Optimization exercise on an open flow, not production practice.
RTL: at most simulated, not proved equivalent.
Function not checked: runs 3 to 6.
The clock port is an ideal driver here.
Power: default activity.

<file path="flow/run.sh">
#!/bin/bash
# Standard layout (the standard.sh, standard synthesis unchanged) with:
#  - the port buffers inserted as the smallest buffer cell;
#  - a one-level clock tree built by flow/manual_cts.tcl before clock tree
#    synthesis (the clock port drives four buffers, each driving a quarter of
#    the registers).
# Every tool's output goes to standard.log.
here=$(pwd)
bash standard.sh "BUFFER_PORTS_ARGS=-buffer_cell sky130_fd_sc_hd__buf_1" \
  "PRE_CTS_TCL=$here/flow/manual_cts.tcl" \
  finish > standard.log 2>&1
</file>
<file path="flow/manual_cts.tcl">
# Clock tree, sourced before ORFS's clock tree synthesis (PRE_CTS_TCL).
# The clock port drives four clock buffers; each drives the clock pins of a
# quarter of the registers, split by their placed position (two halves by x,
# each split in two by y), and sits at their centroid. Every register's clock
# passes through exactly one buffer, so all arrive together. TritonCTS then
# finds no unbuffered clock net and leaves the tree as it is.
set cts_buf sky130_fd_sc_hd__clkbuf_16
if { [info exists ::env(MANUAL_CTS_BUF)] } { set cts_buf $::env(MANUAL_CTS_BUF) }
set block [ord::get_db_block]
set clknet [[$block findBTerm clk] getNet]
set sinks {}
foreach it [$clknet getITerms] {
  set inst [$it getInst]
  set loc [$inst getLocation]
  lappend sinks [list [lindex $loc 0] [lindex $loc 1] "[$inst getName]/[[$it getMTerm] getName]"]
}
puts "manual_cts: [llength $sinks] clock sinks, buffer $cts_buf"
set xs [lsort -integer -index 0 $sinks]
set half [expr {[llength $xs] / 2}]
set groups {}
foreach g [list [lrange $xs 0 [expr {$half - 1}]] [lrange $xs $half end]] {
  set ys [lsort -integer -index 1 $g]
  set h [expr {[llength $ys] / 2}]
  lappend groups [lrange $ys 0 [expr {$h - 1}]]
  lappend groups [lrange $ys $h end]
}
set dbu [$block getDbUnitsPerMicron]
set k 0
foreach g $groups {
  set sx 0
  set sy 0
  set pins {}
  foreach s $g {
    incr sx [lindex $s 0]
    incr sy [lindex $s 1]
    lappend pins [sta::find_pin [lindex $s 2]]
  }
  set cx [expr {double($sx) / [llength $g] / $dbu}]
  set cy [expr {double($sy) / [llength $g] / $dbu}]
  insert_buffer -buffer_cell $cts_buf -net [$clknet getName] -load_pins $pins \
    -location [list $cx $cy] -buffer_name clkbuf_m$k -net_name clknet_m$k
  puts "manual_cts: clkbuf_m$k drives [llength $g] sinks at ($cx, $cy)"
  incr k
}
foreach n [$block getNets] {
  if { [string match clknet_m* [$n getName]] } { $n setSigType CLOCK }
}
$clknet setSigType CLOCK
detailed_placement
set_propagated_clock [all_clocks]
</file>
<file path="standard.sh">
#!/bin/bash
# synth_recipe.tcl (not shown) runs the flow's synth.tcl, then flattens the netlist and writes it again
# the make line also repeats each setting of config.mk as NAME=value (left out here)
make -C /OpenROAD-flow-scripts/flow DESIGN_CONFIG=/design/flow/config.mk WORK_HOME=/design/flow/orfs CLKGATE_MAP_FILE= SYNTH_SCRIPT=/design/flow/synth_recipe.tcl "${@:-finish}"
</file>
<file path="config.mk">
export PLATFORM = sky130hd
export DESIGN_NAME = frame_rx
export DESIGN_NICKNAME = frame_rx
export VERILOG_FILES = /design/flow/design.v
export SDC_FILE = /design/flow/constraint.sdc
export NUM_CORES = 4
export LEC_CHECK = 0
export CAP_MARGIN = 20
export CORE_MARGIN = 2
export CORE_UTILIZATION = 40
export PLACE_DENSITY = 0.6
export SETUP_SLACK_MARGIN = 3.2
export SLEW_MARGIN = 20
export SYNTH_HIERARCHICAL = 1
export SYNTH_MINIMUM_KEEP_SIZE = 0
</file>
<file path="constraint.sdc">
create_clock -name core_clock -period 5.0 [get_ports {clk}]
set_input_delay 1.0000 -clock core_clock [delete_from_list [all_inputs] [get_ports {clk}]]
set_output_delay 1.0000 -clock core_clock [all_outputs]
set_load 0.01 [all_outputs]
</file>
<file path="design.v">
module frame_rx (
    input  wire        clk,
    input  wire        rst,           
    input  wire        in_valid,
    input  wire [7:0]  in_byte,
    output reg         pl_valid,      
    output wire [7:0]  pl_byte,
    output reg         fr_valid,      
    output reg  [2:0]  fr_status,
    output wire [7:0]  fr_ver,
    output wire [7:0]  fr_type,
    output wire [7:0]  fr_seq,
    output wire [15:0] fr_len
);
    localparam [7:0]  SYNC = 8'hA5;
    localparam [16:0] WCNT_PRE = 17'h0788F;
    localparam [2:0] ST_OK        = 3'd0;
    localparam [2:0] ST_TOO_SHORT = 3'd1;
    localparam [2:0] ST_TRUNCATED = 3'd2;
    localparam [2:0] ST_OVERFLOW  = 3'd3;
    localparam [2:0] ST_BAD_SYNC  = 3'd4;
    localparam [2:0] ST_BAD_LEN   = 3'd5;
    localparam [2:0] ST_BAD_CRC   = 3'd6;
    function [15:0] crc_step;
        input [15:0] acc_in;
        input [7:0]  b;
        reg   [15:0] acc;
        integer      k;
        begin
            acc = acc_in ^ {b, 8'h00};
            for (k = 0; k < 8; k = k + 1) begin
                if (acc[15])
                    acc = {acc[14:0], 1'b0} ^ 16'h1021;
                else
                    acc = {acc[14:0], 1'b0};
            end
            crc_step = acc;
        end
    endfunction
    reg        first;      
    reg        is_code;    
    reg [7:0]  rem;
    reg        zpend;      
    reg [16:0] wcnt;       
    reg        full;       
    reg        ovf;        
    reg [3:0]  cnt;        
    reg [15:0] pl_left;    
    reg        pl_zero;    
    reg [1:0]  tail;       
    reg        sync_ok;    
    reg [7:0]  d_ver, d_type, d_seq, d_len_lo, d_len_hi;
    reg [7:0]  b1;         
    reg [15:0] crc;        
    reg        crc_ok;     
    wire        in_hz;       
    wire        in_sync;     
    wire        in_eq_crc;   
    frx_zero7 u_zero7 (.b(in_byte[7:1]), .z(in_hz));
    frx_sync  u_sync  (.b(in_byte), .s(in_sync));
    frx_eq8   u_eq8   (.a(in_byte), .b(crc[15:8]), .eq(in_eq_crc));
    wire        in_nz    = !in_hz || in_byte[0];
    wire        take     = in_valid && (first || !full);
    wire        dec_cond = is_code ? (!first && zpend) : 1'b1;
    wire        dec_wr   = in_valid && dec_cond;
    wire [7:0]  dec_byte = is_code ? 8'h00 : in_byte;
    wire        hdr_done = (cnt >= 4'd6);
    wire        in_pl    = hdr_done && !pl_zero;
    assign pl_byte = b1;
    assign fr_ver  = d_ver;
    assign fr_type = d_type;
    assign fr_seq  = d_seq;
    assign fr_len  = {d_len_hi, d_len_lo};
    reg  [2:0]  verdict;
    always @(*) begin
        if (first)                         verdict = ST_TOO_SHORT;
        else if (ovf)                      verdict = ST_OVERFLOW;
        else if (!is_code)                 verdict = ST_TRUNCATED;
        else if (cnt != 4'd8)              verdict = ST_TOO_SHORT;
        else if (!sync_ok)                 verdict = ST_BAD_SYNC;
        else if (!pl_zero || tail != 2'd2) verdict = ST_BAD_LEN;
        else if (!crc_ok)                  verdict = ST_BAD_CRC;
        else                               verdict = ST_OK;
    end
    always @(posedge clk) begin
        if (rst) begin
            first    <= 1'b1;
            is_code  <= 1'b1;
            pl_valid <= 1'b0;
            fr_valid <= 1'b0;
        end else begin
            pl_valid <= dec_wr && in_nz && !full && in_pl;
            fr_valid <= in_valid && !in_nz;
            if (in_valid) begin
                first   <= !in_nz;
                is_code <= !in_nz || (is_code ? in_hz : (rem == 8'd2));
            end
        end
    end
    always @(posedge clk) begin
        fr_status <= verdict;
        if (in_valid)
            rem <= is_code ? in_byte : rem - 8'd1;
        if (take) begin
            wcnt <= first ? 17'd0 : {wcnt[15:0], ~(wcnt[16] ^ wcnt[13])};
            full <= !first && (wcnt == WCNT_PRE);
        end
        if (in_valid)
            ovf <= !first && (ovf || full);
        if (in_valid && is_code)
            zpend <= (in_byte != 8'hFF);
        if (in_valid && first)
            cnt <= 4'd0;
        else if (dec_wr && cnt != 4'd8)
            cnt <= cnt + 4'd1;
        if (in_valid) begin
            case (cnt)
                4'd0: sync_ok  <= !is_code && in_sync;
                4'd1: d_ver    <= dec_byte;
                4'd2: d_type   <= dec_byte;
                4'd3: d_seq    <= dec_byte;
                4'd4: d_len_lo <= dec_byte;
                4'd5: d_len_hi <= dec_byte;
                default: ;
            endcase
        end
        if (dec_wr) begin
            b1     <= dec_byte;
            crc_ok <= (is_code ? (crc[15:8] == 8'd0) : in_eq_crc) && (crc[7:0] == b1);
            if (cnt < 4'd2)
                crc <= 16'hFFFF;
            else
                crc <= crc_step(crc, b1);
            if (cnt == 4'd5) begin
                pl_left <= {dec_byte, d_len_lo};
                pl_zero <= (is_code || !in_nz) && (d_len_lo == 8'd0);
                tail    <= 2'd0;
            end else if (in_pl) begin
                pl_left <= pl_left - 16'd1;
                pl_zero <= (pl_left == 16'd1);
            end else if (hdr_done && tail != 2'd3) begin
                tail <= tail + 2'd1;
            end
        end
    end
endmodule
module frx_zero7 (
    input  wire [6:0] b,
    output wire       z
);
    assign z = (b == 7'd0);
endmodule
module frx_sync (
    input  wire [7:0] b,
    output wire       s
);
    assign s = (b == 8'hA5);
endmodule
module frx_eq8 (
    input  wire [7:0] a,
    input  wire [7:0] b,
    output wire       eq
);
    assign eq = (a == b);
endmodule
</file>
==> results of run 1 <==
-- power by group through the flow --
stage	Sequential (uW)	Combinational [uW]	Clock, uW
after global placement	1250	195	0
after floorplan	1240	139	0
after detailed placement	1250	197	0
after CTS	1220	242	407
final	1220	252	395
after global routing	1230	278	437
-- path summary, 6_finish.rpt --
kind / start / to / slack, ns / depth (start not counted)
setup / recovery: in_byte[5] / pl_zero / 2.84 / 7
hold / removal: ovf / fr_status[0] / 0.52 / 2
setup reg to reg: pl_left[5] / pl_left[10] / 3.17 / 5
hold reg to reg: ovf / fr_status[0] / 0.52 / 2
-- cells by family after synthesis --
kind of cell	synth area share, %
compound gates	4.52
xor+xnor	9.56
fa+ha+maj	2.24
buf+inv	2.10
flops	64.7
mux	0.179
simple gates	16.7
-- metal layers --
metal / part of all wire (%) / GRT usage (%)
met5: 0 / 0
met4: 1.7 / 2.66
met3: 4.6 / 1.03
met2: 49 / 26.7
met1: 45 / 23.4
-- stage by stage --
step / total power [uW] / cells / hold slack (ns)
after floorplan: 1380 / 439 / 0.464
after global placement: 1440 / 671 / 0.485
after detailed placement: 1440 / 671 / 0.492
after CTS: 1870 / 701 / 0.526
after global routing: 1940 / 719 / 0.580
final: 1870 / 719 / 0.520
-- per-module statistics from Yosys (local to each module, per instance) --
| module | flops+latches | cells | cell area [um2] | times used |
|---|---|---|---|---|
| frx_sync | 0 | 3 | 26.3 | 1 |
| frx_eq8 | 0 | 11 | 86.3 | 1 |
| frx_zero7 | 0 | 2 | 20.0 | 1 |
| frame_rx | 124 | 423 | 5460 | 1 |
-- final cells by class --
| type | count | area, um2 |
|---|---|---|
| fill | 1248 | 6900 |
| sequential | 124 | 3620 |
| multi-input combinational | 288 | 2150 |
| timing repair buffer | 107 | 726 |
| tap | 180 | 225 |
| inverter | 16 | 60.1 |
-- tightest hold or removal path, stage by stage (launching register included) --
cell and delay (ns):
edfxtp_1 0.38, nor2_1 0.07, nand2_1 0.05
-- synth_stat cells (all sizes together) --
cell     instances
and2             5
nor2b           27
o21ai           23
o2111ai          1
nor3             8
ha              10
or2              2
nor3b            3
dfxtp           11
a221oi           1
o21bai           1
a31oi            2
xnor2           41
clkbuf          10
a21boi           3
buf              4
edfxtp         113
or3              1
nand3b           3
nor2            31
a21oi            8
nand4b           1
nand4            7
mux2i            1
nand3            4
nand2           52
nor4            11
o22ai            1
nor4b            1
or4bb            1
or4              5
o21a             2
nand2b           5
a211o            1
xor2            20
nand4bb          2
inv             16
or4b             1
-- repair_timing --
action | in CTS | in global routing
hold buffers | 0 | 0
cloned | 4 | 0
resized for setup | 60 | 32
hold endpoints to repair | 0 | 0
buffers inserted | 22 | 18
pin swaps | 10 | 8
setup endpoints to repair | 181 | 76
==> flow_summary.ini, run 1 <==
[setup_path]
crit_fanout = 3
critical-path-top-delay-family = simple AND/OR/NAND/NOR gates
cp.arrival_ns = 2.21
slowest_stage = or4_4
worst-path-buf-inv = 2
critical_path.max_stage_delay_ns = 0.53
path_cells = buf_8 -> or4_4 -> nor4_4 -> inv_2 -> nor2_4 -> o2111ai_1 -> nand2_1
critical_path_required_ns = 5.05
end_kind = flop
path_class = primary input to flop
startpoint_type = primary input

[grt]
antenna_found_initial = 0
grt_util_all_layers_pct = 16.0
first_global_vias = 3495
grt-ovfl-total = 0
grt_pass1_wl_um = 18800
grt_max_degree = 35

[timing]
finalCritPeriodShare_pct = 43.2
finalSetupViolations = 0
finalWorstSetupSlack_ns = 2.84
skew_ns = 0.00949
tns_ns = 0
rsz0062_at_grt = yes
max_freq_mhz = 463
hold_viol_final = 0
slew_violations = 0
worst_pin_slew_ns = 0.589
relSlewSlack_pct = 60.8
period_needed_ns = 2.16

[floorplan]
fp.dieH_um = 122
io_pins = 64
num_rows = 43
start_util_pct = 40.6
core-area_um2 = 13800
die_x_um = 122
die_area_um2 = 14900

[final_layout]
nNetsFinal = 562
final_area_um2 = 6870
antennaDiodeCount = 0
syn_to_final_growth_pct = 23.0
finish.utilization_pct = 49.9
largest_register_ff_count = 17
final_common_cell = edfxtp_1
top_register = wcnt
layout-drive-gt1-share_pct = 22.4
layout_common_cells = edfxtp_1, buf_1, nand2_1, xnor2_1, buf_4
reg.largest.list = wcnt x17, crc x16, pl_left x16

[power]
p_comb_share_pct = 13.5
p_int_uw = 1450
p_clk_share_pct = 21.1
p_switching_uw = 422
peakVddDrop_v = 0.000186
power_density_nw_per_um2 = 272
swShare_pct = 22.6
power_frac_seq_pct = 65.4
power.leakage_uw = 0.00231

[cts]
clock_latency_ns = 0.17
clk_pin_slew_worst_paths_ns = 0.12

[route]
drtPass1Iterations = 4
vias = 3665
vias_per_cell = 5.10
drtAntennaViolNets = 0
wl_per_cell_um = 16.8
drt_iter0_drc = 252
drc = 0
routed_wirelength_um = 12100

[logic_synthesis]
synth_top_area_share_pct = 60.7
synth_area_um2 = 5590
synth_seq_cells = 124
synthCells = 439
yosysWarnings = 7
synth_area_leaders = edfxtp_1, xnor2_1, dfxtp_1
ys_seq_area_share_pct = 64.7
syn-num-nets = 460
synthDistinctLibCells = 47
synth_largest_area_cell = edfxtp_1
syn_avg_cell_area_um2 = 12.7

[job]
max_cap_violations = 0

[outcome]
outcome = timing/DRC/antenna clean

[placement]
placed_cell_area_um2 = 6070
portBuffers = 63
preCtsSetupSlack_ns = 1.96
post-dp-hpwl_um = 7830
gp_congestion = 0.813

[min_path]
min_path_type = flop to flop
==> run 2, diff against run 1 <==
--- a/config.mk
+++ b/config.mk
@@ -11,5 +11,3 @@
 export PLACE_DENSITY = 0.6
 export SETUP_SLACK_MARGIN = 3.2
 export SLEW_MARGIN = 20
-export SYNTH_HIERARCHICAL = 1
-export SYNTH_MINIMUM_KEEP_SIZE = 0
==> run 2 against run 1 <==
Net effect:
- still clean on timing, DRC and antenna
- sequential share of layout area grew 1.5 points
- critical path depth is the same
- total power shrank 0.64%
- global-route usage shrank 0.62 points
- final area shrank 2.8%
- wire length shrank 4.2%
- flip-flop and latch count is the same
- first-iteration DRC count grew 7.9%
- cell count shrank 3.3%
- clock skew shrank 0.0026 ns
- core utilization grew 0.17 points
- sequential power is essentially flat
==> flow_summary.ini, run 2 <==
[grt]
grt_max_degree = 32
grt_pass1_wl_um = 18100
first_global_vias = 3374
grt-ovfl-total = 0
antenna_found_initial = 0
grt_util_all_layers_pct = 15.4

[logic_synthesis]
async_flop_share_pct = 0
synth-adder-area-share_pct = 2.27
synthMostInstantiatedCell = edfxtp_1
synth_area_leaders = edfxtp_1, xnor2_1, dfxtp_1
yosysWarnings = 1
syn-num-nets = 452
synth_area_um2 = 5510
yosys_most_used_dff = edfxtp_1
syn_avg_cell_area_um2 = 12.8
synth_largest_area_cell = edfxtp_1
ys_seq_area_share_pct = 65.6
synth-edff-count = 113
synthDistinctLibCells = 43
synth-compound-area-share_pct = 4.13
synthTopCellsByCount = edfxtp_1, xnor2_1, nand2_1
synth-simple-area-share_pct = 15.9
synth_seq_cells = 124
synth_top_area_share_pct = 61.6
synthMuxAreaShare_pct = 0.363
synth-xor-area-share_pct = 9.86
synth_top_family_by_area = simple AND/OR/NAND/NOR gates
synthCells = 431

[min_path]
min_path_type = flop to flop
hp-start = ovf

[timing]
skew_ns = 0.00692
max_freq_mhz = 516
period_needed_ns = 1.94
tns_ns = 0
finalSetupViolations = 0
rsz0062_at_grt = yes
slew_violations = 0
hold_viol_final = 0
relSlewSlack_pct = 62.6
finalCritPeriodShare_pct = 38.7
worst_pin_slew_ns = 0.561

[power]
power_density_nw_per_um2 = 278
peakVddDrop_v = 0.000201
power.leakage_uw = 0.00223

[setup_path]
crit_start = in_byte[1]
end_kind = flop
critical_path_required_ns = 5.01
cp.arrival_ns = 1.95
crit_fanout = 2
path_class = primary input to flop
r2r-start = pl_left[8]
startpoint_type = primary input

[final_layout]
reg.largest.list = wcnt x17, crc x16, pl_left x16
fill_cells = 1196
layout-drive-gt1-share_pct = 21.0
regArea_um2 = 3620
nNetsFinal = 542
antennaDiodeCount = 0
final_common_cell = edfxtp_1
layout_common_cells = edfxtp_1, buf_1, xnor2_1, nand2_1, nor2_1
top_register = wcnt
multiInputGateArea_um2 = 2080
syn_to_final_growth_pct = 21.3
final_area_um2 = 6680
largest_register_ff_count = 17

[floorplan]
die_x_um = 121
core-area_um2 = 13300
io_pins = 64
die_area_um2 = 14700
fp.dieH_um = 121
start_util_pct = 41.3
num_rows = 42

[placement]
post-dp-hpwl_um = 7780
placed_cell_area_um2 = 6010
gp_congestion = 0.778
portBuffers = 63

[route]
drtPass1Iterations = 6
vias_per_cell = 5.08
drc = 0
drt_iter0_drc = 272
routed_wirelength_um = 11600
wl_per_cell_um = 16.7
vias = 3529
drtAntennaViolNets = 0

[job]
max_cap_violations = 0

[outcome]
outcome = timing/DRC/antenna clean

[cts]
clock_latency_ns = 0.17
clk_pin_slew_worst_paths_ns = 0.11
hold_buffers = 0
run 2: logic make-up after synthesis:
kind of cell	Yosys count
adder cells (fa/ha/maj)	10
multiplexers	2
flip-flops	124
buffers and inverters	27
AO/OA/AOI/OAI	40
AND/OR/NAND/NOR	166
XOR/XNOR	62
run 2: timing repair:
action,in CTS,in global routing
resized for setup,44,35
pin swaps,7,13
endpoints found under the setup margin,191,79
buffers inserted,19,13
endpoints found under the hold margin,0,0
run 2: cell type report:
class / instances / share of cell area [%]
Timing Repair Buffer: 97 / 8.97
Multi-Input combinational cell: 280 / 31.1
Inverter: 14 / 0.936
Tap cell: 176 / 3.29
Sequential cell: 124 / 54.2
run 2: layer usage:
layer | global-route usage, % | routed length [um] | up-vias | part of all wire (%)
met1 | 22.5 | 5190 | 1753 | 45
met3 | 0.658 | 450 | 10 | 3.9
met2 | 26.2 | 5790 | 72 | 50
met4 | 2.08 | 163 | 0 | 1.4
li1 | - | - | 1694 | -
met5 | 0 | 0 | - | 0
run 2: metrics by stage:
step | total power [uW] | utilization (%) | setup slack, ns | hold WS, ns | std cells
after floorplan | 1390 | - | 3.10 | 0.464 | 431
after global placement | 1450 | 45.1 | 2.30 | 0.493 | 659
after detailed placement | 1450 | 45.1 | 2.29 | 0.511 | 659
after CTS | 1850 | 48.0 | 3.10 | 0.538 | 682
after global routing | 1940 | 50.1 | 2.99 | 0.593 | 695
final | 1860 | 50.1 | 3.06 | 0.541 | 695
run 2: path summary, 6_finish.rpt:
kind	endpoint	slack, ns	cells past startpoint
hold / removal	fr_status[0]	0.54	2
setup / recovery	crc_ok	3.06	7
hold reg to reg	fr_status[0]	0.54	2
setup reg to reg	pl_left[15]	3.16	5
run 2: power by group:
part | switching [uW] | total (uW) | internal [uW] | leakage (uW)
Clock | 249 | 399 | 149 | 0.0000493
Combinational | 132 | 234 | 102 | 0.00106
Sequential | 38.8 | 1230 | 1190 | 0.00113
Total | 420 | 1860 | 1440 | 0.00223
run 2: worst max-delay path, stage by stage:
cell,delay (ns)
buf_8,0.11
buf_12,0.12
xnor2_2,0.10
nand4_1,0.11
nor4_2,0.23
a31oi_1,0.08
nor3_2,0.21
==> run 3, diff against run 2 <==
--- a/design.v
+++ b/design.v
@@ -53,13 +53,8 @@
     reg [7:0]  b1;         
     reg [15:0] crc;        
     reg        crc_ok;     
-    wire        in_hz;       
-    wire        in_sync;     
-    wire        in_eq_crc;   
-    frx_zero7 u_zero7 (.b(in_byte[7:1]), .z(in_hz));
-    frx_sync  u_sync  (.b(in_byte), .s(in_sync));
-    frx_eq8   u_eq8   (.a(in_byte), .b(crc[15:8]), .eq(in_eq_crc));
-    wire        in_nz    = !in_hz || in_byte[0];
+    wire        in_hz     = (in_byte[7:1] == 7'd0);
+    wire        in_nz     = !in_hz || in_byte[0];
     wire        take     = in_valid && (first || !full);
     wire        dec_cond = is_code ? (!first && zpend) : 1'b1;
     wire        dec_wr   = in_valid && dec_cond;
@@ -115,7 +110,7 @@
             cnt <= cnt + 4'd1;
         if (in_valid) begin
             case (cnt)
-                4'd0: sync_ok  <= !is_code && in_sync;
+                4'd0: sync_ok  <= !is_code && (in_byte == SYNC);
                 4'd1: d_ver    <= dec_byte;
                 4'd2: d_type   <= dec_byte;
                 4'd3: d_seq    <= dec_byte;
@@ -126,14 +121,15 @@
         end
         if (dec_wr) begin
             b1     <= dec_byte;
-            crc_ok <= (is_code ? (crc[15:8] == 8'd0) : in_eq_crc) && (crc[7:0] == b1);
+            crc_ok <= (is_code ? (crc[15:8] == 8'd0) : (in_byte == crc[15:8])) &&
+                      (crc[7:0] == b1);
             if (cnt < 4'd2)
                 crc <= 16'hFFFF;
             else
                 crc <= crc_step(crc, b1);
             if (cnt == 4'd5) begin
                 pl_left <= {dec_byte, d_len_lo};
-                pl_zero <= (is_code || !in_nz) && (d_len_lo == 8'd0);
+                pl_zero <= is_code && (d_len_lo == 8'd0);
                 tail    <= 2'd0;
             end else if (in_pl) begin
                 pl_left <= pl_left - 16'd1;
@@ -144,22 +140,3 @@
         end
     end
 endmodule
-module frx_zero7 (
-    input  wire [6:0] b,
-    output wire       z
-);
-    assign z = (b == 7'd0);
-endmodule
-module frx_sync (
-    input  wire [7:0] b,
-    output wire       s
-);
-    assign s = (b == 8'hA5);
-endmodule
-module frx_eq8 (
-    input  wire [7:0] a,
-    input  wire [7:0] b,
-    output wire       eq
-);
-    assign eq = (a == b);
-endmodule
==> run 3 against run 2 <==
Net effect:
- global-route usage up 0.71 points
- core utilization up 0.37 points
- wire length up 2.5%
- setup slack worse by 0.37 ns
- largest cell class unchanged
- via count about the same
- largest power group unchanged
- clock power about the same
==> flow_summary.ini, run 3 <==
[setup_path]
cp.arrival_ns = 2.44
r2r-start = first
worst-r2r-setup-slack_ns = 2.96
startpoint_type = primary input
critical_path_required_ns = 5.13
crit_fanout = 3
path_class = primary input to flop
worstReg2RegEnd = cnt[1]
end_kind = flop
rr_worst_depth = 7

[job]
max_cap_violations = 0

[power]
peakVddDrop_v = 0.000175
power.leakage_uw = 0.00223
fin_total_pwr_uw = 1800
power_density_nw_per_um2 = 266

[timing]
worst_pin_slew_ns = 0.862
relSlewSlack_pct = 42.5
hold_viol_final = 0
slew_violations = 0
tns_ns = 0
finalSetupViolations = 0
max_freq_mhz = 434
finalWorstSetupSlack_ns = 2.69
period_needed_ns = 2.31
finalCritPeriodShare_pct = 46.1
rsz0062_at_grt = yes
skew_ns = 0.00725

[logic_synthesis]
yosys_most_used_dff = edfxtp_1
yosysWarnings = 1
async_flop_share_pct = 0
synthTopCellsByCount = edfxtp_1, xnor2_1, nor2_1
synthMostInstantiatedCell = edfxtp_1
ys_seq_area_share_pct = 65.3
synthCells = 430
synth_largest_area_cell = edfxtp_1
synth_top_area_share_pct = 61.3
syn-num-nets = 451
synthDistinctLibCells = 45
synth_area_um2 = 5530
synth-edff-count = 113
synth_area_leaders = edfxtp_1, xnor2_1, dfxtp_1
syn_avg_cell_area_um2 = 12.9
synth_seq_cells = 124

[final_layout]
reg.largest.list = wcnt x17, crc x16, pl_left x16
final_cells = 709
final_area_um2 = 6760
layout-drive-gt1-share_pct = 20.1
antennaDiodeCount = 0
final_common_cell = edfxtp_1
top_register = wcnt
syn_to_final_growth_pct = 22.2
layout_common_cells = edfxtp_1, buf_1, xnor2_1, buf_4, nor2_1
largest_register_ff_count = 17
nNetsFinal = 556

[floorplan]
start_util_pct = 41.3
io_pins = 64
num_rows = 42
fp.dieH_um = 122
core-area_um2 = 13400
die_area_um2 = 14800
die_x_um = 122

[route]
routed_wirelength_um = 11900
vias_per_cell = 4.98
drtAntennaViolNets = 0
vias = 3530
wl_per_cell_um = 16.8
drc = 0
drt_iter0_drc = 236
drtPass1Iterations = 5

[placement]
placedCellCount = 657
portBuffers = 63
placed_cell_area_um2 = 6010
gp_congestion = 0.820
preCtsSetupSlack_ns = 2.24
post-dp-hpwl_um = 7690

[cts]
clock_latency_ns = 0.17
hold_buffers = 0
clk_pin_slew_worst_paths_ns = 0.12

[grt]
grt_max_degree = 33
grt_pass1_wl_um = 18800
grt_util_all_layers_pct = 16.1
grt-ovfl-total = 0
first_global_vias = 3553
antenna_found_initial = 0

[min_path]
hp-start = ovf
hold_depth = 2
whs_endpoint = fr_status[0]
min_path_type = flop to flop

[outcome]
outcome = timing/DRC/antenna clean
-- run 3: worst max-delay path by stage --
stage	slack (ns)	end	cells past startpoint	from
3_5_place_dp	2.24	cnt[1]	7	in_valid
4_1_cts	2.70	first	6	in_byte[3]
6_report	2.69	first	6	in_byte[3]
5_1_grt	2.65	first	6	in_byte[3]
3_3_place_gp	2.32	cnt[1]	7	in_valid
2_1_floorplan	2.66	first	5	in_byte[4]
-- run 3: metrics by stage --
step           hold slack (ns)  utilization, %
6_report                 0.519            50.4
5_1_grt                  0.560            50.4
4_1_cts                  0.522            49.3
3_5_place_dp             0.493            44.8
3_3_place_gp             0.482            44.8
2_1_floorplan            0.464               -
-- run 3: cell families after synthesis --
group	Yosys count	share of synthesized area [%]
AO/OA/AOI/OAI	39	4.09
adder cells (fa/ha/maj)	10	2.26
XOR/XNOR	62	9.81
buffers and inverters	28	2.17
AND/OR/NAND/NOR	164	15.8
multiplexers	3	0.565
flip-flops	124	65.3
-- run 3: worst max-delay path, cell delays in order --
cell	delay, ns
buf_8	0.09
or4_4	0.53
or4_4	0.43
nand2b_4	0.17
a21oi_2	0.12
or2_1	0.09
-- run 3: layout make-up --
class,instances,area [um2]
fill,1193,6640
timing repair buffer,111,747
timing repair inverter,1,7.51
tap,176,220
inverter,14,56.3
multi-input combinational,279,2010
sequential,124,3610
-- run 3: layer usage --
metal  vias to the layer above  GRT usage (%)  wire, um
met2                        60           27.7      5900
met4                         0           2.80       142
met3                        11           1.64       464
met1                      1733           22.5      5380
li1                       1726              -         -
met5                         -              0         0
-- run 3: power breakdown --
part	total [uW]	switching (uW)	internal, uW
Combinational	194	109	85.2
Clock	399	250	149
Sequential	1200	29.7	1170
Total	1800	388	1410
-- run 3: repair_timing --
| action | CTS | global route |
|---|---|---|
| gates resized for setup | 45 | 18 |
| endpoints found under the hold margin | 0 | 0 |
| setup buffers | 32 | 11 |
| pin swaps | 11 | 7 |
| gates cloned | 5 | 0 |
| setup endpoints to repair | 186 | 141 |
==> run 4, diff against run 3 <==
--- a/design.v
+++ b/design.v
@@ -53,8 +53,19 @@
     reg [7:0]  b1;         
     reg [15:0] crc;        
     reg        crc_ok;     
-    wire        in_hz     = (in_byte[7:1] == 7'd0);
-    wire        in_nz     = !in_hz || in_byte[0];
+    wire        in_z_hi, in_z_lo, in_z_31;
+    frx_nor4 u_z_hi (.a(in_byte[7:4]), .y(in_z_hi));
+    frx_nor4 u_z_lo (.a(in_byte[3:0]), .y(in_z_lo));
+    frx_nor3 u_z_31 (.a(in_byte[3:1]), .y(in_z_31));
+    wire        in_hz     = in_z_hi && in_z_31;    
+    wire        in_nz     = !(in_z_hi && in_z_lo);
+    wire [7:0]  in_xnor_crc;                       
+    genvar gi;
+    generate
+        for (gi = 0; gi < 8; gi = gi + 1) begin : g_eq
+            frx_xnor2 u_x (.a(in_byte[gi]), .b(crc[8+gi]), .y(in_xnor_crc[gi]));
+        end
+    endgenerate
     wire        take     = in_valid && (first || !full);
     wire        dec_cond = is_code ? (!first && zpend) : 1'b1;
     wire        dec_wr   = in_valid && dec_cond;
@@ -121,7 +132,7 @@
         end
         if (dec_wr) begin
             b1     <= dec_byte;
-            crc_ok <= (is_code ? (crc[15:8] == 8'd0) : (in_byte == crc[15:8])) &&
+            crc_ok <= (is_code ? (crc[15:8] == 8'd0) : (&in_xnor_crc)) &&
                       (crc[7:0] == b1);
             if (cnt < 4'd2)
                 crc <= 16'hFFFF;
@@ -140,3 +151,22 @@
         end
     end
 endmodule
+module frx_nor4 (
+    input  wire [3:0] a,
+    output wire       y
+);
+    assign y = ~|a;
+endmodule
+module frx_nor3 (
+    input  wire [2:0] a,
+    output wire       y
+);
+    assign y = ~|a;
+endmodule
+module frx_xnor2 (
+    input  wire a,
+    input  wire b,
+    output wire y
+);
+    assign y = a ~^ b;
+endmodule
--- a/config.mk
+++ b/config.mk
@@ -11,3 +11,5 @@
 export PLACE_DENSITY = 0.6
 export SETUP_SLACK_MARGIN = 3.2
 export SLEW_MARGIN = 20
+export SYNTH_HIERARCHICAL = 1
+export SYNTH_MINIMUM_KEEP_SIZE = 0
==> run 4 against run 3 <==
Net effect:
- still clean
- core utilization increased by 1.7 points
- critical path depth increased by 1
- register-to-register slack better by 0.26 ns
- wire length is 5.7% higher
- synthesized cell count up 0.23%
- flip-flop and latch count stayed put
- worst hold slack improved by 0.048 ns
- largest cell class unchanged
- highest routed layer unchanged
==> flow_summary.ini, run 4 <==
[outcome]
outcome = timing/DRC/antenna clean

[final_layout]
multiInputGateArea_um2 = 2140
final_area_um2 = 7160
largest_register_ff_count = 17
regArea_um2 = 3620
reg.largest.list = wcnt x17, crc x16, pl_left x16
syn_to_final_growth_pct = 28.9
nNetsFinal = 567
finish.utilization_pct = 52.2
antennaDiodeCount = 0
final_common_cell = edfxtp_1
final_cells = 724
top_register = wcnt
fill_cells = 1159
layout_common_cells = edfxtp_1, nand2_1, buf_1, xnor2_1, buf_4
layout-drive-gt1-share_pct = 24.3

[logic_synthesis]
ys_seq_area_share_pct = 65.1
syn-num-nets = 452
synth-edff-count = 113
synth_top_area_share_pct = 61.1
synthCells = 431
synthDistinctLibCells = 43
synthMostInstantiatedCell = edfxtp_1
synthTopCellsByCount = edfxtp_1, nand2_1, xnor2_1
synth_area_leaders = edfxtp_1, xnor2_1, dfxtp_1
async_flop_share_pct = 0
synth_seq_cells = 124
yosysWarnings = 7
synth_largest_area_cell = edfxtp_1
yosys_most_used_dff = edfxtp_1
synth_area_um2 = 5550
syn_avg_cell_area_um2 = 12.9

[placement]
placedCellCount = 665
post-dp-hpwl_um = 7780
placed_cell_area_um2 = 6020
gp_congestion = 0.758
portBuffers = 63

[floorplan]
io_pins = 64
start_util_pct = 40.5
die_x_um = 122
core-area_um2 = 13700
fp.dieH_um = 122
num_rows = 43
die_area_um2 = 14800

[setup_path]
critical_path_required_ns = 4.91
cp_common_cell = buf_12
r2r-start = pl_left[5]
crit_fanout = 5
cp.arrival_ns = 1.83
cp-endpoint = wcnt[13]
rr_worst_depth = 5
critical_path.max_stage_delay_ns = 0.21
path_cells = buf_12 -> buf_12 -> buf_8 -> a21boi_4 -> buf_12 -> buf_12 -> buf_16
worst-r2r-setup-slack_ns = 3.22
startpoint_type = primary input
worst-path-buf-inv = 6
path_class = primary input to flop
end_kind = flop
worstReg2RegEnd = pl_left[10]
worst-path-stages = 7
crit_start = in_valid
critical-path-top-delay-family = buffers and inverters
slowest_stage = a21boi_4

[route]
wl_per_cell_um = 17.3
vias_per_cell = 5.06
vias = 3664
drc = 0
drt_iter0_drc = 238
routed_wirelength_um = 12600
drtPass1Iterations = 4
drtAntennaViolNets = 0

[timing]
tns_ns = 0
period_needed_ns = 1.92
rsz0062_at_grt = yes
slew_violations = 0
finalCritPeriodShare_pct = 38.4
relSlewSlack_pct = 64.3
finalSetupViolations = 0
hold_viol_final = 0
skew_ns = 0.0161
max_freq_mhz = 521
worst_pin_slew_ns = 0.533

[cts]
clk_pin_slew_worst_paths_ns = 0.12
hold_buffers = 0
clock_latency_ns = 0.18

[grt]
grt-ovfl-total = 0
grt_util_all_layers_pct = 16.6
first_global_vias = 3537
grt_max_degree = 35
antenna_found_initial = 0
grt_pass1_wl_um = 19300

[min_path]
min_path_type = flop to flop
hold_depth = 2
hp-start = ovf

[power]
power.leakage_uw = 0.00246
fin_total_pwr_uw = 1910
peakVddDrop_v = 0.000172
power_density_nw_per_um2 = 267

[job]
max_cap_violations = 0
==> run 4: tightest hold or removal path: cells and delay by family, from the launching register on <==
| family | cells | cell delay (ns) |
|---|---|---|
| flops | 1 | 0.41 |
| simple gates | 2 | 0.14 |
==> run 4: kinds of logic after synthesis <==
logic type,count (synthesis),synth area share [%]
flip-flops,124,65.1
XOR/XNOR,63,9.94
multiplexers,2,0.361
AO/OA/AOI/OAI,38,3.97
adder cells (fa/ha/maj),10,2.25
AND/OR/NAND/NOR,168,16.6
buffers and inverters,26,1.80
==> run 4: power by group <==
group,internal [uW],switching [uW]
clock network,149,245
logic,142,149
registers,1190,37.0
total,1480,432
==> run 4: Yosys stat by module, one instance, submodules excluded <==
| module | cell area, um2 | cells inside |
|---|---|---|
| frame_rx | 5450 | 420 |
| frx_nor3 | 10.0 | 1 |
| frx_nor4 | 12.5 | 1 |
| frx_xnor2 | 8.76 | 1 |
==> run 4: cell type report <==
type,count,share of cell area [%]
inverter,14,0.734
tap,180,3.15
multi-input combinational,284,29.9
timing repair buffer,118,14.3
sequential,124,50.6
==> run 4: worst min path at each step <==
| stage | slack [ns] | end |
|---|---|---|
| floorplan | 0.46 | fr_status[0] |
| global placement | 0.51 | fr_status[0] |
| detailed placement | 0.51 | pl_valid |
| CTS | 0.55 | fr_status[0] |
| global route | 0.60 | wcnt[2] |
| finish | 0.57 | fr_status[0] |
==> run 4: repair_timing <==
action                                  4_1_cts  5_1_grt
pin swaps                                    10        8
setup buffers                                30       16
gates cloned                                  9        0
endpoints found under the setup margin      178       96
gates resized for setup                      84       24
==> run 4: metal layers <==
metal | global-route usage (%) | share of wire [%] | vias to the layer above
li1 | - | - | 1761
met1 | 24.1 | 45 | 1814
met2 | 28.3 | 49 | 80
met3 | 0.890 | 4.5 | 9
met4 | 2.44 | 1.5 | 0
met5 | 0 | 0 | -
==> run 4: stage by stage <==
stage	setup slack (ns)	hold WS [ns]
detailed placement	1.97	0.511
global route	3.06	0.603
CTS	3.09	0.554
finish	3.08	0.567
floorplan	2.60	0.464
global placement	2.03	0.507
==> run 5, diff against run 4 <==
--- a/config.mk
+++ b/config.mk
@@ -9,7 +9,7 @@
 export CORE_MARGIN = 2
 export CORE_UTILIZATION = 40
 export PLACE_DENSITY = 0.6
-export SETUP_SLACK_MARGIN = 3.2
+export SETUP_SLACK_MARGIN = 3.05
 export SLEW_MARGIN = 20
 export SYNTH_HIERARCHICAL = 1
 export SYNTH_MINIMUM_KEEP_SIZE = 0
==> run 5 against run 4 <==
Net effect:
- critical endpoint is now crc_ok
- first-iteration DRC count rose by 18%
- clock power grew 2%
- critical path depth down 1
- sequential power hardly changed
- synthesized cell count did not move
- still clean
- total power fell by 3.1%
- die area did not move
- global-route usage down 0.89 points
- clock skew shrank 0.0036 ns
==> flow_summary.ini, run 5 <==
[floorplan]
num_rows = 43
core-area_um2 = 13700
io_pins = 64
start_util_pct = 40.5
die_area_um2 = 14800
die_x_um = 122
fp.dieH_um = 122

[timing]
slew_violations = 0
hold_viol_final = 0
rsz0062_at_grt = yes
finalWorstSetupSlack_ns = 2.99
worst_pin_slew_ns = 0.575
skew_ns = 0.0125
finalSetupViolations = 0
period_needed_ns = 2.01
holdWs_ns = 0.539
tns_ns = 0
max_freq_mhz = 497
finalCritPeriodShare_pct = 40.3
relSlewSlack_pct = 61.5

[setup_path]
cp_common_cell = nor3_1
cp.arrival_ns = 2.03
critical_path.max_stage_delay_ns = 0.35
path_class = primary input to flop
crit_fanout = 6
end_kind = flop
slowest_stage = buf_1
critical_path_required_ns = 5.02
startpoint_type = primary input
path_cells = buf_1 -> xnor2_1 -> nand4_1 -> nor3_1 -> a31oi_1 -> nor3_1

[grt]
grt-ovfl-total = 0
grt_util_all_layers_pct = 15.7
grt_pass1_wl_um = 18400
first_global_vias = 3398
antenna_found_initial = 0
grt_max_degree = 35

[route]
wl_met1_um = 5550
drc = 0
routed_wirelength_um = 11800
drtPass1Iterations = 4
vias = 3463
top_layer = met4
vias_per_cell = 5.07
wl_met3_um = 345
route.met2.wl_um = 5650
wl_per_cell_um = 17.2
drt_iter0_drc = 282
drtAntennaViolNets = 0

[logic_synthesis]
synthCells = 431
yosysWarnings = 7
synth_top_area_share_pct = 61.1
synth_seq_cells = 124
yosys_most_used_dff = edfxtp_1
synth_largest_area_cell = edfxtp_1
synthDistinctLibCells = 43
synthTopCellsByCount = edfxtp_1, nand2_1, xnor2_1
ys_seq_area_share_pct = 65.1
syn-num-nets = 452
async_flop_share_pct = 0
synthMostInstantiatedCell = edfxtp_1
synth-edff-count = 113
synth_area_leaders = edfxtp_1, xnor2_1, dfxtp_1
syn_avg_cell_area_um2 = 12.9
synth_area_um2 = 5550

[job]
max_cap_violations = 0

[final_layout]
syn_to_final_growth_pct = 15.5
largest_register_ff_count = 17
antennaDiodeCount = 0
reg.largest.list = wcnt x17, crc x16, pl_left x16
fill_cells = 1256
final_area_um2 = 6410
layout_common_cells = edfxtp_1, buf_1, nand2_1, xnor2_1, nor2_1
top_register = wcnt
layout-drive-gt1-share_pct = 11.3
nNetsFinal = 526
final_common_cell = edfxtp_1

[min_path]
min_path_type = flop to flop

[placement]
portBuffers = 63
post-dp-hpwl_um = 7790
preCtsSetupSlack_ns = 1.96
gp_congestion = 0.767
placed_cell_area_um2 = 6020

[power]
power_density_nw_per_um2 = 289
peakVddDrop_v = 0.000174
power.leakage_uw = 0.00207

[cts]
hold_buffers = 0
clk_pin_slew_worst_paths_ns = 0.12
clock_latency_ns = 0.18

[outcome]
outcome = timing/DRC/antenna clean
-- run 5: cell type report --
cell class | instances | area (um2) | area share [%]
multi-input combinational | 284 | 1980 | 30.9
timing repair buffer | 77 | 438 | 6.83
inverter | 14 | 52.6 | 0.819
tap | 180 | 225 | 3.51
sequential | 124 | 3610 | 56.4
-- run 5: logic make-up after synthesis --
logic type	after synthesis	synth area share [%]
AOI/OAI and AO/OA	38	3.97
muxes	2	0.361
xor gates and xnor gates	63	9.94
and+or+nand+nor	168	16.6
buffers and inverters	26	1.80
adders and majority gates	10	2.25
DFF	124	65.1
-- run 5: critical path, delay by kind of cell --
| kind | cells | cell delay (ns) |
|---|---|---|
| compound gates | 1 | 0.06 |
| xor+xnor | 1 | 0.17 |
| buf+inv | 1 | 0.35 |
| simple gates | 3 | 0.45 |
-- run 5: metrics by stage --
stage | cells | utilization (%) | power, uW
floorplan | 431 | - | 1380
global placement | 665 | 43.9 | 1440
detailed placement | 665 | 43.9 | 1440
CTS | 680 | 46.3 | 1850
global route | 683 | 46.7 | 1930
finish | 683 | 46.7 | 1850
-- run 5: repair_timing --
item | CTS | global route
buffers inserted | 6 | 3
pin swaps | 1 | 0
endpoints found under the setup margin | 157 | 36
resized for setup | 25 | 10
cloned | 5 | 0
-- run 5: worst paths after layout --
kind | startpoint | endpoint | slack [ns] | cells past startpoint
setup / recovery | in_byte[2] | crc_ok | 2.99 | 6
hold reg to reg | ovf | fr_status[0] | 0.54 | 2
setup reg to reg | cnt[1] | pl_zero | 3.17 | 8
hold / removal | ovf | fr_status[0] | 0.54 | 2
-- run 5: Yosys stat by module (local to each module, per instance) --
| module | area (um2) | copies in the design |
|---|---|---|
| frame_rx | 5450 | 1 |
| frx_nor4 | 12.5 | 2 |
| frx_nor3 | 10.0 | 1 |
| frx_xnor2 | 8.76 | 8 |
-- run 5: metal layers --
| layer | up-vias | global-route usage, % |
|---|---|---|
| met4 | 0 | 2.51 |
| met2 | 51 | 26.2 |
| li1 | 1682 | - |
| met5 | - | 0 |
| met3 | 11 | 0.702 |
| met1 | 1719 | 23.4 |
-- run 5: power by group --
group | switching, uW | total [uW] | leakage [uW] | internal, uW
Sequential | 38.5 | 1220 | 0.00112 | 1190
Combinational | 131 | 223 | 0.000902 | 92.7
Clock | 254 | 403 | 0.0000493 | 150
==> run 6, diff against run 5 <==
--- a/config.mk
+++ b/config.mk
@@ -9,7 +9,7 @@
 export CORE_MARGIN = 2
 export CORE_UTILIZATION = 40
 export PLACE_DENSITY = 0.6
-export SETUP_SLACK_MARGIN = 3.05
+export SETUP_SLACK_MARGIN = 2.9
 export SLEW_MARGIN = 20
 export SYNTH_HIERARCHICAL = 1
 export SYNTH_MINIMUM_KEEP_SIZE = 0
==> run 6 against run 5 <==
Net effect:
- synthesized cell count unchanged
- register-to-register slack worse by 0.16 ns
- highest routed layer unchanged
- clock skew fell by 0.0024 ns
- worst hold slack better by 0.0038 ns
- critical endpoint is now pl_left[5]
- still clean on timing, DRC and antenna
- first-iteration DRC count is 13% lower
==> flow_summary.ini, run 6 <==
[outcome]
outcome = timing/DRC/antenna clean

[cts]
clock_latency_ns = 0.18
clk_pin_slew_worst_paths_ns = 0.11
hold_buffers = 0

[grt]
grt-ovfl-total = 0
grt_max_degree = 35
grt_util_all_layers_pct = 15.4
antenna_found_initial = 0
grt_pass1_wl_um = 18200
first_global_vias = 3452

[final_layout]
layout-drive-gt1-share_pct = 8.84
multiInputGateArea_um2 = 1920
regArea_um2 = 3610
layout_common_cells = edfxtp_1, buf_1, nand2_1, xnor2_1, nor2_1
syn_to_final_growth_pct = 12.8
antennaDiodeCount = 0
reg.largest.list = wcnt x17, crc x16, pl_left x16
nNetsFinal = 521
fill_cells = 1287
top_register = wcnt
largest_register_ff_count = 17
final_common_cell = edfxtp_1

[logic_synthesis]
synthCells = 431
synthMostInstantiatedCell = edfxtp_1
synth_largest_area_cell = edfxtp_1
yosysWarnings = 7
ys_seq_area_share_pct = 65.1
async_flop_share_pct = 0
synth_area_leaders = edfxtp_1, xnor2_1, dfxtp_1
synth_area_um2 = 5550
synth_top_area_share_pct = 61.1
yosys_most_used_dff = edfxtp_1
synth_seq_cells = 124
syn_avg_cell_area_um2 = 12.9
syn-num-nets = 452
synthTopCellsByCount = edfxtp_1, nand2_1, xnor2_1
synth-edff-count = 113
synthDistinctLibCells = 43

[floorplan]
io_pins = 64
core-area_um2 = 13700
die_x_um = 122
start_util_pct = 40.5
fp.dieH_um = 122
num_rows = 43
die_area_um2 = 14800

[route]
drtAntennaViolNets = 0
drtPass1Iterations = 4
vias = 3395
wl_per_cell_um = 16.6
routed_wirelength_um = 11300
drc = 0
vias_per_cell = 5.01
drt_iter0_drc = 246

[power]
peakVddDrop_v = 0.000184
power_density_nw_per_um2 = 291
power.leakage_uw = 0.00200

[job]
max_cap_violations = 0

[setup_path]
critical-path-top-delay-family = buffers and inverters
path_cells = buf_1 -> buf_6 -> a21boi_4 -> and2_4
end_kind = flop
path_class = primary input to flop
cp.arrival_ns = 1.92
crit_fanout = 28
startpoint_type = primary input
worst-r2r-setup-slack_ns = 3.01
slowest_stage = and2_4
worst-path-buf-inv = 2
critical_path.max_stage_delay_ns = 0.32
critical_path_required_ns = 4.87

[timing]
rsz0062_at_grt = yes
max_freq_mhz = 488
slew_violations = 0
hold_viol_final = 0
worst_pin_slew_ns = 0.567
finalCritPeriodShare_pct = 40.9
relSlewSlack_pct = 61.9
finalWorstSetupSlack_ns = 2.95
tns_ns = 0
finalSetupViolations = 0
period_needed_ns = 2.05
skew_ns = 0.0101

[min_path]
min_path_type = flop to flop

[placement]
gp_congestion = 0.799
portBuffers = 63
preCtsSetupSlack_ns = 1.97
post-dp-hpwl_um = 7880
==> run 6: cell counts after synthesis <==
Identical to the previous run, type by type.
==> run 6: through the flow <==
stage	cells	power (uW)	util [%]	instance area, um2	hold WS [ns]
after global routing	678	1900	45.7	6260	0.578
final	678	1820	45.7	6260	0.543
after CTS	672	1830	45.1	6180	0.542
after global placement	665	1440	43.9	6020	0.500
after floorplan	431	1380	-	5590	0.464
after detailed placement	665	1440	43.9	6020	0.514
==> run 6: final timing paths <==
kind / from / endpoint / cells after the start
setup reg to reg: cnt[1] / pl_left[5] / 6
setup / recovery: in_valid / pl_left[5] / 4
hold / removal: ovf / fr_status[0] / 2
hold reg to reg: ovf / fr_status[0] / 2
==> run 6: modules after synthesis, one instance, submodules excluded <==
module,cell area (um2),times used,cells inside
frame_rx,5450,1,420
frx_xnor2,8.76,8,1
frx_nor4,12.5,2,1
frx_nor3,10.0,1,1
==> run 6: cells by family after synthesis <==
kind of cell / Yosys count / share of synthesized area (%)
and+or+nand+nor: 168 / 16.6
muxes: 2 / 0.361
xor gates and xnor gates: 63 / 9.94
adders and majority gates: 10 / 2.25
DFF: 124 / 65.1
AOI/OAI and AO/OA: 38 / 3.97
buffers and inverters: 26 / 1.80
==> run 6: layer usage <==
metal  vias to the layer above  routed length [um]  track usage (%)
met4                         0                 229             2.59
met3                        12                 442             1.08
met1                      1665                5110             22.2
li1                       1658                   -                -
met2                        60                5470             26.1
met5                         -                   0                0
==> run 6: layout make-up <==
cell class                 instances  share of cell area, %
sequential                       124                   57.7
multi-input combinational        282                   30.7
timing repair buffer              74                   5.59
tap                              180                   3.60
inverter                          14                  0.839
==> run 6: power breakdown <==
part | total (uW) | internal, uW | switching (uW)
clock network | 393 | 149 | 243
logic | 208 | 82.0 | 126
registers | 1220 | 1190 | 38.0
total | 1820 | 1420 | 407
==> run 6: worst reg2reg max path, stage by stage (launching register included) <==
cell,delay [ns]
dfxtp_1,0.39
inv_1,0.17
ha_1,0.19
nand2_1,0.12
or2_2,0.40
o21ai_0,0.11
and2_4,0.31
==> run 6: what timing repair did <==
item,CTS,global route
resized for setup,9,5
endpoints found under the setup margin,105,58
buffers inserted,2,6
endpoints found under the hold margin,0,0
cloned,1,0
==> run 7, diff against run 6 <==
--- a/design.v
+++ b/design.v
@@ -119,17 +119,15 @@
             cnt <= 4'd0;
         else if (dec_wr && cnt != 4'd8)
             cnt <= cnt + 4'd1;
-        if (in_valid) begin
-            case (cnt)
-                4'd0: sync_ok  <= !is_code && (in_byte == SYNC);
-                4'd1: d_ver    <= dec_byte;
-                4'd2: d_type   <= dec_byte;
-                4'd3: d_seq    <= dec_byte;
-                4'd4: d_len_lo <= dec_byte;
-                4'd5: d_len_hi <= dec_byte;
-                default: ;
-            endcase
-        end
+        case (cnt)
+            4'd0: sync_ok  <= !is_code && (in_byte == SYNC);
+            4'd1: d_ver    <= dec_byte;
+            4'd2: d_type   <= dec_byte;
+            4'd3: d_seq    <= dec_byte;
+            4'd4: d_len_lo <= dec_byte;
+            4'd5: d_len_hi <= dec_byte;
+            default: ;
+        endcase
         if (dec_wr) begin
             b1     <= dec_byte;
             crc_ok <= (is_code ? (crc[15:8] == 8'd0) : (&in_xnor_crc)) &&
--- a/config.mk
+++ b/config.mk
@@ -9,7 +9,5 @@
 export CORE_MARGIN = 2
 export CORE_UTILIZATION = 40
 export PLACE_DENSITY = 0.6
-export SETUP_SLACK_MARGIN = 2.9
+export SETUP_SLACK_MARGIN = 3.2
 export SLEW_MARGIN = 20
-export SYNTH_HIERARCHICAL = 1
-export SYNTH_MINIMUM_KEEP_SIZE = 0
==> run 7 against run 6 <==
Net effect:
- largest cell class unchanged
- global-route usage is 0.61 points higher
- clock power is 1% higher
- combinational power is 21% higher
- fmax is 7.8% lower
- worst hold slack better by 0.00056 ns
- core utilization is 5.6 points higher
- critical endpoint is now is_code
- critical path depth is 1 higher
- critical path type unchanged
- first-iteration DRC count is 9.3% higher
- clock skew is 0.0022 ns higher
==> flow_summary.ini, run 7 <==
[logic_synthesis]
synth_area_um2 = 5520
synth_seq_cells = 124
syn_avg_cell_area_um2 = 13.1
synthMostInstantiatedCell = edfxtp_1
yosys_most_used_dff = edfxtp_1
synthTopCellsByCount = edfxtp_1, nand2_1, xnor2_1
synth_area_leaders = edfxtp_1, xnor2_1, xor2_1
syn-num-nets = 444
async_flop_share_pct = 0
synthDistinctLibCells = 51
yosysWarnings = 1
synth-edff-count = 113
synthCells = 423
ys_seq_area_share_pct = 65.5
synth_top_area_share_pct = 61.5
synth_largest_area_cell = edfxtp_1

[floorplan]
die_x_um = 121
fp.dieH_um = 121
num_rows = 42
core-area_um2 = 13300
start_util_pct = 41.4
die_area_um2 = 14800
io_pins = 64

[route]
vias = 3574
drc = 0
drtAntennaViolNets = 0
vias_per_cell = 5.07
drt_iter0_drc = 269
routed_wirelength_um = 12000
wl_per_cell_um = 17.0
drtPass1Iterations = 4

[timing]
skew_ns = 0.0123
max_freq_mhz = 450
relSlewSlack_pct = 49.4
rsz0062_at_grt = yes
hold_viol_final = 0
period_needed_ns = 2.22
finalSetupViolations = 0
worst_pin_slew_ns = 0.759
finalWorstSetupSlack_ns = 2.78
finalCritPeriodShare_pct = 44.4
slew_violations = 0
tns_ns = 0

[final_layout]
layout_common_cells = edfxtp_1, buf_1, nand2_1, buf_4, xnor2_1
layout-drive-gt1-share_pct = 20.2
top_register = wcnt
largest_register_ff_count = 17
nNetsFinal = 552
antennaDiodeCount = 0
reg.largest.list = wcnt x17, crc x16, pl_left x16
syn_to_final_growth_pct = 23.9
final_common_cell = edfxtp_1
final_cells = 705

[placement]
preCtsSetupSlack_ns = 2.42
gp_congestion = 0.821
placedCellCount = 652
portBuffers = 63
post-dp-hpwl_um = 7850

[grt]
antenna_found_initial = 0
grt-ovfl-total = 0
grt_util_all_layers_pct = 16.0
first_global_vias = 3474
grt_max_degree = 32
grt_pass1_wl_um = 18700

[power]
peakVddDrop_v = 0.000208
fin_total_pwr_uw = 1900
power_density_nw_per_um2 = 277
power.leakage_uw = 0.00227

[setup_path]
startpoint_type = primary input
end_kind = flop
path_class = primary input to flop
rr_worst_depth = 5
cp.arrival_ns = 2.35
crit_fanout = 3
critical_path_required_ns = 5.13

[cts]
clock_latency_ns = 0.18
clk_pin_slew_worst_paths_ns = 0.12

[job]
max_cap_violations = 0

[outcome]
outcome = timing/DRC/antenna clean

[min_path]
min_path_type = flop to flop
hold_depth = 2
[run 7: changes by cell type in the layout (fill, tap and decap cells not counted), moves of 6 or more]
cell and change:
xnor2_1 -14, buf_6 +6, buf_4 +28, o21ai_0 -18, inv_1 -6, nand2_1 -17
xor2_1 +8, buf_1 -10, o21ai_1 +18
[run 7: metal layers]
layer | track usage (%) | share of wire, % | vias up
met5 | 0 | 0 | -
met4 | 2.87 | 1.5 | 0
met3 | 0.893 | 3.3 | 9
met1 | 23.9 | 46 | 1777
li1 | - | - | 1736
met2 | 26.3 | 49 | 52
[run 7: worst paths after layout]
kind,slack [ns],from,to
setup / recovery,2.78,in_byte[4],is_code
hold / removal,0.54,ovf,fr_status[0]
setup reg to reg,3.02,is_code,crc[4]
hold reg to reg,0.54,ovf,fr_status[0]
[run 7: what timing repair did]
item                       CTS  global route
setup endpoints to repair  147            83
pin swaps                    6             9
cloned                       4             0
setup buffers               24            21
gates resized for setup     55            22
hold buffers                 0             0
[run 7: logic make-up (layout without fill, tap and decap cells)]
kind of cell / Yosys count / in the layout / synth area share [%]
AOI/OAI and AO/OA: 45 / 45 / 4.99
xor gates and xnor gates: 60 / 60 / 9.52
adders and majority gates: 10 / 10 / 2.27
buffers and inverters: 24 / 130 / 1.63
DFF: 124 / 124 / 65.5
muxes: 3 / 3 / 0.567
and+or+nand+nor: 157 / 157 / 15.6
[run 7: critical path, cell delays in order]
cell	delay, ns
buf_8	0.09
or4_4	0.53
or4_4	0.47
o21ai_2	0.13
a211o_1	0.13
[run 7: power by group]
part / total (uW) / leakage (uW) / internal, uW / switching [uW]
registers: 1250 / 0.00112 / 1200 / 45.8
clock network: 398 / 0.0000493 / 149 / 249
logic: 251 / 0.00110 / 106 / 145
[run 7: through the flow]
step                      hold slack (ns)  util [%]  cell area (um2)
after CTS                           0.543      49.4             6590
after detailed placement            0.499      44.8             5990
after floorplan                     0.475         -             5580
after global routing                0.588      51.2             6840
final                               0.543      51.2             6840
after global placement              0.503      44.8             5990
[run 7: cell type report]
cell class	count	area [um2]
Fill cell	1191	6510
Sequential cell	124	3620
Multi-Input combinational cell	275	2040
Timing Repair Buffer	111	791
Tap cell	176	220
Inverter	13	55.1
Timing Repair inverter	2	15.0
==> run 8, diff against run 7 <==
--- a/config.mk
+++ b/config.mk
@@ -11,3 +11,5 @@
 export PLACE_DENSITY = 0.6
 export SETUP_SLACK_MARGIN = 3.2
 export SLEW_MARGIN = 20
+export SYNTH_HIERARCHICAL = 1
+export SYNTH_MINIMUM_KEEP_SIZE = 0
==> run 8 against run 7 <==
Net effect:
- combinational power grew about 10%
- die area grew 0.24%
- via count grew 1.6%
- flip-flop and latch count is the same
- final area grew 3.0%
- area after synthesis grew 0.25%
- first-iteration DRC count grew 1.9%
- largest cell class unchanged
==> flow_summary.ini, run 8 <==
[final_layout]
fill_cells = 1174
finish.utilization_pct = 52.6
top_register = wcnt
nNetsFinal = 564
reg.largest.list = wcnt x17, crc x16, pl_left x16
layout-drive-gt1-share_pct = 25.3
final_common_cell = edfxtp_1
largest_register_ff_count = 17
multiInputGateArea_um2 = 2040
final_area_um2 = 7040
layout_common_cells = edfxtp_1, buf_4, buf_1, nand2_1, xnor2_1
antennaDiodeCount = 0
syn_to_final_growth_pct = 27.3
regArea_um2 = 3620

[logic_synthesis]
syn-num-nets = 440
synthTopCellsByCount = edfxtp_1, xnor2_1, nand2_1
synth_area_um2 = 5530
synth_seq_cells = 124
synthMostInstantiatedCell = edfxtp_1
synth_top_area_share_pct = 61.3
synthCells = 419
synth_area_leaders = edfxtp_1, xnor2_1, dfxtp_1
synth_largest_area_cell = edfxtp_1
synthDistinctLibCells = 53
async_flop_share_pct = 0
synth-edff-count = 113
ys_seq_area_share_pct = 65.3
syn_avg_cell_area_um2 = 13.2
yosys_most_used_dff = edfxtp_1
yosysWarnings = 7

[grt]
antenna_found_initial = 0
grt_util_all_layers_pct = 16.5
grt_pass1_wl_um = 19300
grt_max_degree = 32
first_global_vias = 3536
grt-ovfl-total = 0

[power]
power_density_nw_per_um2 = 274
peakVddDrop_v = 0.000183
power.leakage_uw = 0.00237
fin_total_pwr_uw = 1930

[timing]
tns_ns = 0
hold_viol_final = 0
period_needed_ns = 1.86
slew_violations = 0
max_freq_mhz = 538
rsz0062_at_grt = yes
holdWs_ns = 0.529
finalCritPeriodShare_pct = 37.2
relSlewSlack_pct = 60.5
finalSetupViolations = 0
skew_ns = 0.00848
worst_pin_slew_ns = 0.587

[placement]
portBuffers = 63
post-dp-hpwl_um = 8000
placed_cell_area_um2 = 5990
gp_congestion = 0.765

[setup_path]
critical_path.max_stage_delay_ns = 0.15
cp_common_cell = buf_12
critical_path_required_ns = 4.91
path_cells = buf_12 -> buf_8 -> buf_6 -> o21ai_4 -> a21oi_4 -> buf_12 -> clkbuf_16
startpoint_type = primary input
crit_fanout = 4
slowest_stage = a21oi_4
end_kind = flop
worst-r2r-setup-slack_ns = 3.20
cp.arrival_ns = 1.77
path_class = primary input to flop

[floorplan]
die_x_um = 122
fp.dieH_um = 122
start_util_pct = 41.3
num_rows = 42
io_pins = 64
core-area_um2 = 13400
die_area_um2 = 14800

[outcome]
outcome = timing/DRC/antenna clean

[route]
vias = 3632
routed_wirelength_um = 12700
drt_iter0_drc = 274
drtPass1Iterations = 4
wl_per_cell_um = 17.7
drtAntennaViolNets = 0
vias_per_cell = 5.07
drc = 0

[cts]
clk_pin_slew_worst_paths_ns = 0.12
clock_latency_ns = 0.17

[job]
max_cap_violations = 0

[min_path]
min_path_type = flop to flop
run 8: cell types whose count changed after synthesis, sizes merged, moves of 3 or more:
cell and delta:
xnor2 +10, xor2 -9, nor2 -8, clkbuf -4, nor4 +4, a21oi +3
buf +3, nor4b +3, or4 -3
run 8: final timing paths:
check                                    end  startpoint  depth (start not counted)
worst max-delay path             pl_left[15]    in_valid                          7
worst min-delay path            fr_status[0]         ovf                          2
worst min register to register  fr_status[0]         ovf                          2
worst max register to register    pl_left[7]  pl_left[0]                          3
run 8: routing by layer:
metal  wire length (um)  part of all wire (%)  vias up  GRT usage, %
met5                  0                     0        -             0
met4                132                   1.0        0          1.65
met3                425                   3.3        8         0.983
met2               6300                    50       62          27.8
met1               5830                    46     1802          24.5
li1                   -                     -     1760             -
run 8: cell type report:
class	count	share of cell area, %
Sequential cell	124	51.4
Multi-Input combinational cell	272	29.0
Timing Repair Buffer	127	14.1
Tap cell	176	3.13
Inverter	13	0.906
Timing Repair inverter	1	0.107
run 8: power breakdown:
group	switching [uW]	internal [uW]	total, uW
clock	251	150	400
sequential	46.6	1200	1250
combinational	153	125	277
run 8: cells by family (layout without fill, tap and decap cells):
logic type / Yosys count / count (layout) / synth area share (%)
adders and majority gates: 10 / 10 / 2.26
muxes: 1 / 1 / 0.181
and+or+nand+nor: 150 / 150 / 15.7
xor gates and xnor gates: 61 / 61 / 9.65
DFF: 124 / 124 / 65.3
buffers and inverters: 23 / 145 / 1.58
AOI/OAI and AO/OA: 50 / 50 / 5.34
run 8: critical path: cells and delay by family:
family / cells / cell delay, ns
buffers and inverters: 5 / 0.53
AOI/OAI and AO/OA: 2 / 0.22
run 8: repair_timing:
item,in CTS,in global routing
buffers inserted,33,26
endpoints found under the setup margin,156,98
hold buffers,0,0
pin swaps,7,14
resized for setup,64,33
gates cloned,4,1
run 8: per-stage QoR:
step | setup slack [ns] | instances
finish | 3.14 | 717
global placement | 2.33 | 649
detailed placement | 2.28 | 649
floorplan | 3.09 | 419
global route | 3.12 | 717
CTS | 3.15 | 690
run 8: per-module statistics from Yosys, one instance, submodules excluded:
module | copies in the design | area (um2)
frx_xnor2 | 8 | 8.76
frx_nor3 | 1 | 10.0
frx_nor4 | 2 | 12.5
frame_rx | 1 | 5430
==> run 9, diff against run 8 <==
--- a/config.mk
+++ b/config.mk
@@ -9,7 +9,7 @@
 export CORE_MARGIN = 2
 export CORE_UTILIZATION = 40
 export PLACE_DENSITY = 0.6
-export SETUP_SLACK_MARGIN = 3.2
+export SETUP_SLACK_MARGIN = 2.9
 export SLEW_MARGIN = 20
 export SYNTH_HIERARCHICAL = 1
 export SYNTH_MINIMUM_KEEP_SIZE = 0
==> run 9 against run 8 <==
Net effect:
- still clean
- combinational power down about 20%
- sequential power barely moved
- register-to-register slack got worse by 0.14 ns
- first-iteration DRC count down 18%
- clock skew up 0.0067 ns
- flip-flop and latch count stayed put
- wire length decreased by 8.4%
- fmax down 6.6%
- core utilization is 6.3 points lower
- critical endpoint is now crc_ok
- largest power group unchanged
==> flow_summary.ini, run 9 <==
[logic_synthesis]
synth_area_um2 = 5530
synthDistinctLibCells = 53
synth_top_family_by_area = simple AND/OR/NAND/NOR gates
synth-simple-area-share_pct = 15.7
yosysWarnings = 7
synth-xor-area-share_pct = 9.65
syn_avg_cell_area_um2 = 13.2
synth-compound-area-share_pct = 5.34
synthTopCellsByCount = edfxtp_1, xnor2_1, nand2_1
ys_seq_area_share_pct = 65.3
synth_largest_area_cell = edfxtp_1
synthCells = 419
synth-adder-area-share_pct = 2.26
synthMostInstantiatedCell = edfxtp_1
async_flop_share_pct = 0
synth_seq_cells = 124
synth-edff-count = 113
synth_area_leaders = edfxtp_1, xnor2_1, dfxtp_1
synth_top_area_share_pct = 61.3
yosys_most_used_dff = edfxtp_1
synthMuxAreaShare_pct = 0.181
syn-num-nets = 440

[timing]
finalCritPeriodShare_pct = 39.8
finalSetupViolations = 0
period_needed_ns = 1.99
max_freq_mhz = 503
tns_ns = 0
slew_violations = 0
finalWorstSetupSlack_ns = 3.01
worst_pin_slew_ns = 0.808
hold_viol_final = 0
relSlewSlack_pct = 46.1
skew_ns = 0.0152
rsz0062_at_grt = yes

[route]
drt_iter0_drc = 226
vias_per_cell = 5.19
vias = 3419
drc = 0
drtPass1Iterations = 4
wl_per_cell_um = 17.6
drtAntennaViolNets = 0
routed_wirelength_um = 11600

[final_layout]
largest_register_ff_count = 17
final_common_cell = edfxtp_1
layout_common_cells = edfxtp_1, buf_1, xnor2_1, nand2_1, nor2_1
reg.largest.list = wcnt x17, crc x16, pl_left x16
layout-drive-gt1-share_pct = 10.4
top_register = wcnt
syn_to_final_growth_pct = 12.0
antennaDiodeCount = 0
final_cells = 659
fill_cells = 1241
regArea_um2 = 3620
nNetsFinal = 506
multiInputGateArea_um2 = 1880

[grt]
first_global_vias = 3410
grt_util_all_layers_pct = 15.6
antenna_found_initial = 0
grt_max_degree = 32
grt_pass1_wl_um = 18500
grt-ovfl-total = 0

[placement]
preCtsSetupSlack_ns = 2.22
gp_congestion = 0.792
post-dp-hpwl_um = 8080
placedCellCount = 649
portBuffers = 63

[min_path]
hold_depth = 2
min_path_type = flop to flop

[setup_path]
critical_path_required_ns = 4.99
cp.arrival_ns = 1.98
rr_worst_depth = 4
end_kind = flop
crit_fanout = 5
path_class = primary input to flop
startpoint_type = primary input

[floorplan]
die_x_um = 122
fp.dieH_um = 122
die_area_um2 = 14800
start_util_pct = 41.3
io_pins = 64
core-area_um2 = 13400
num_rows = 42

[job]
max_cap_violations = 0

[cts]
clock_latency_ns = 0.18
clk_pin_slew_worst_paths_ns = 0.12

[power]
power_density_nw_per_um2 = 302
power.leakage_uw = 0.00190
peakVddDrop_v = 0.000177

[outcome]
outcome = timing/DRC/antenna clean
-- run 9: metal layers --
layer  track usage (%)  wire length [um]  up-vias
li1                  -                 -     1646
met1              23.3              5490     1716
met2              26.4              5760       50
met3             0.749               236        7
met4              1.72               146        0
met5                 0                 0        -
-- run 9: kinds of logic after synthesis --
group | count (synthesis)
compound gates | 50
xor+xnor | 61
fa+ha+maj | 10
buf+inv | 23
flops | 124
mux | 1
simple gates | 150
-- run 9: worst max-delay path, stage by stage --
cell	delay (ns)
buf_1	0.25
xnor2_1	0.16
nand4_1	0.10
nor3_1	0.17
a31oi_1	0.08
nor3_1	0.22
-- run 9: per-module statistics from Yosys (local to each module, per instance) --
module | copies in the design | cell area, um2
frx_xnor2 | 8 | 8.76
frame_rx | 1 | 5430
frx_nor4 | 2 | 12.5
frx_nor3 | 1 | 10.0
-- run 9: where the power goes --
group	internal, uW	leakage, uW	total [uW]	switching (uW)
Combinational	84.1	0.000726	222	138
Clock	149	0.0000493	401	252
Sequential	1200	0.00112	1250	47.5
-- run 9: cell type report --
cell class                 instances  area share [%]
tap                              176            3.55
multi-input combinational        272            30.3
timing repair buffer              69            5.07
sequential                       124            58.4
inverter                          13           0.949
timing repair inverter             1           0.121
-- run 9: final timing paths --
kind | start | slack (ns) | end
hold / removal | ovf | 0.53 | fr_status[0]
setup reg to reg | first | 3.06 | cnt[1]
setup / recovery | in_byte[7] | 3.01 | crc_ok
hold reg to reg | ovf | 0.53 | fr_status[0]
-- run 9: metrics by stage --
step                      total power, uW  instance area [um2]  hold WS (ns)  utilization, %
after global routing                 1950                 6200         0.599            46.2
after CTS                            1890                 6180         0.537            46.1
after detailed placement             1490                 5980         0.508            44.6
after floorplan                      1410                 5550         0.469               -
final                                1870                 6200         0.534            46.2
after global placement               1490                 5980         0.499            44.6
-- run 9: timing repair --
item,4_1_cts,5_1_grt
gates cloned,1,0
buffers inserted,5,0
resized for setup,12,9
endpoints found under the setup margin,101,54
hold buffers,0,0
pin swaps,0,0
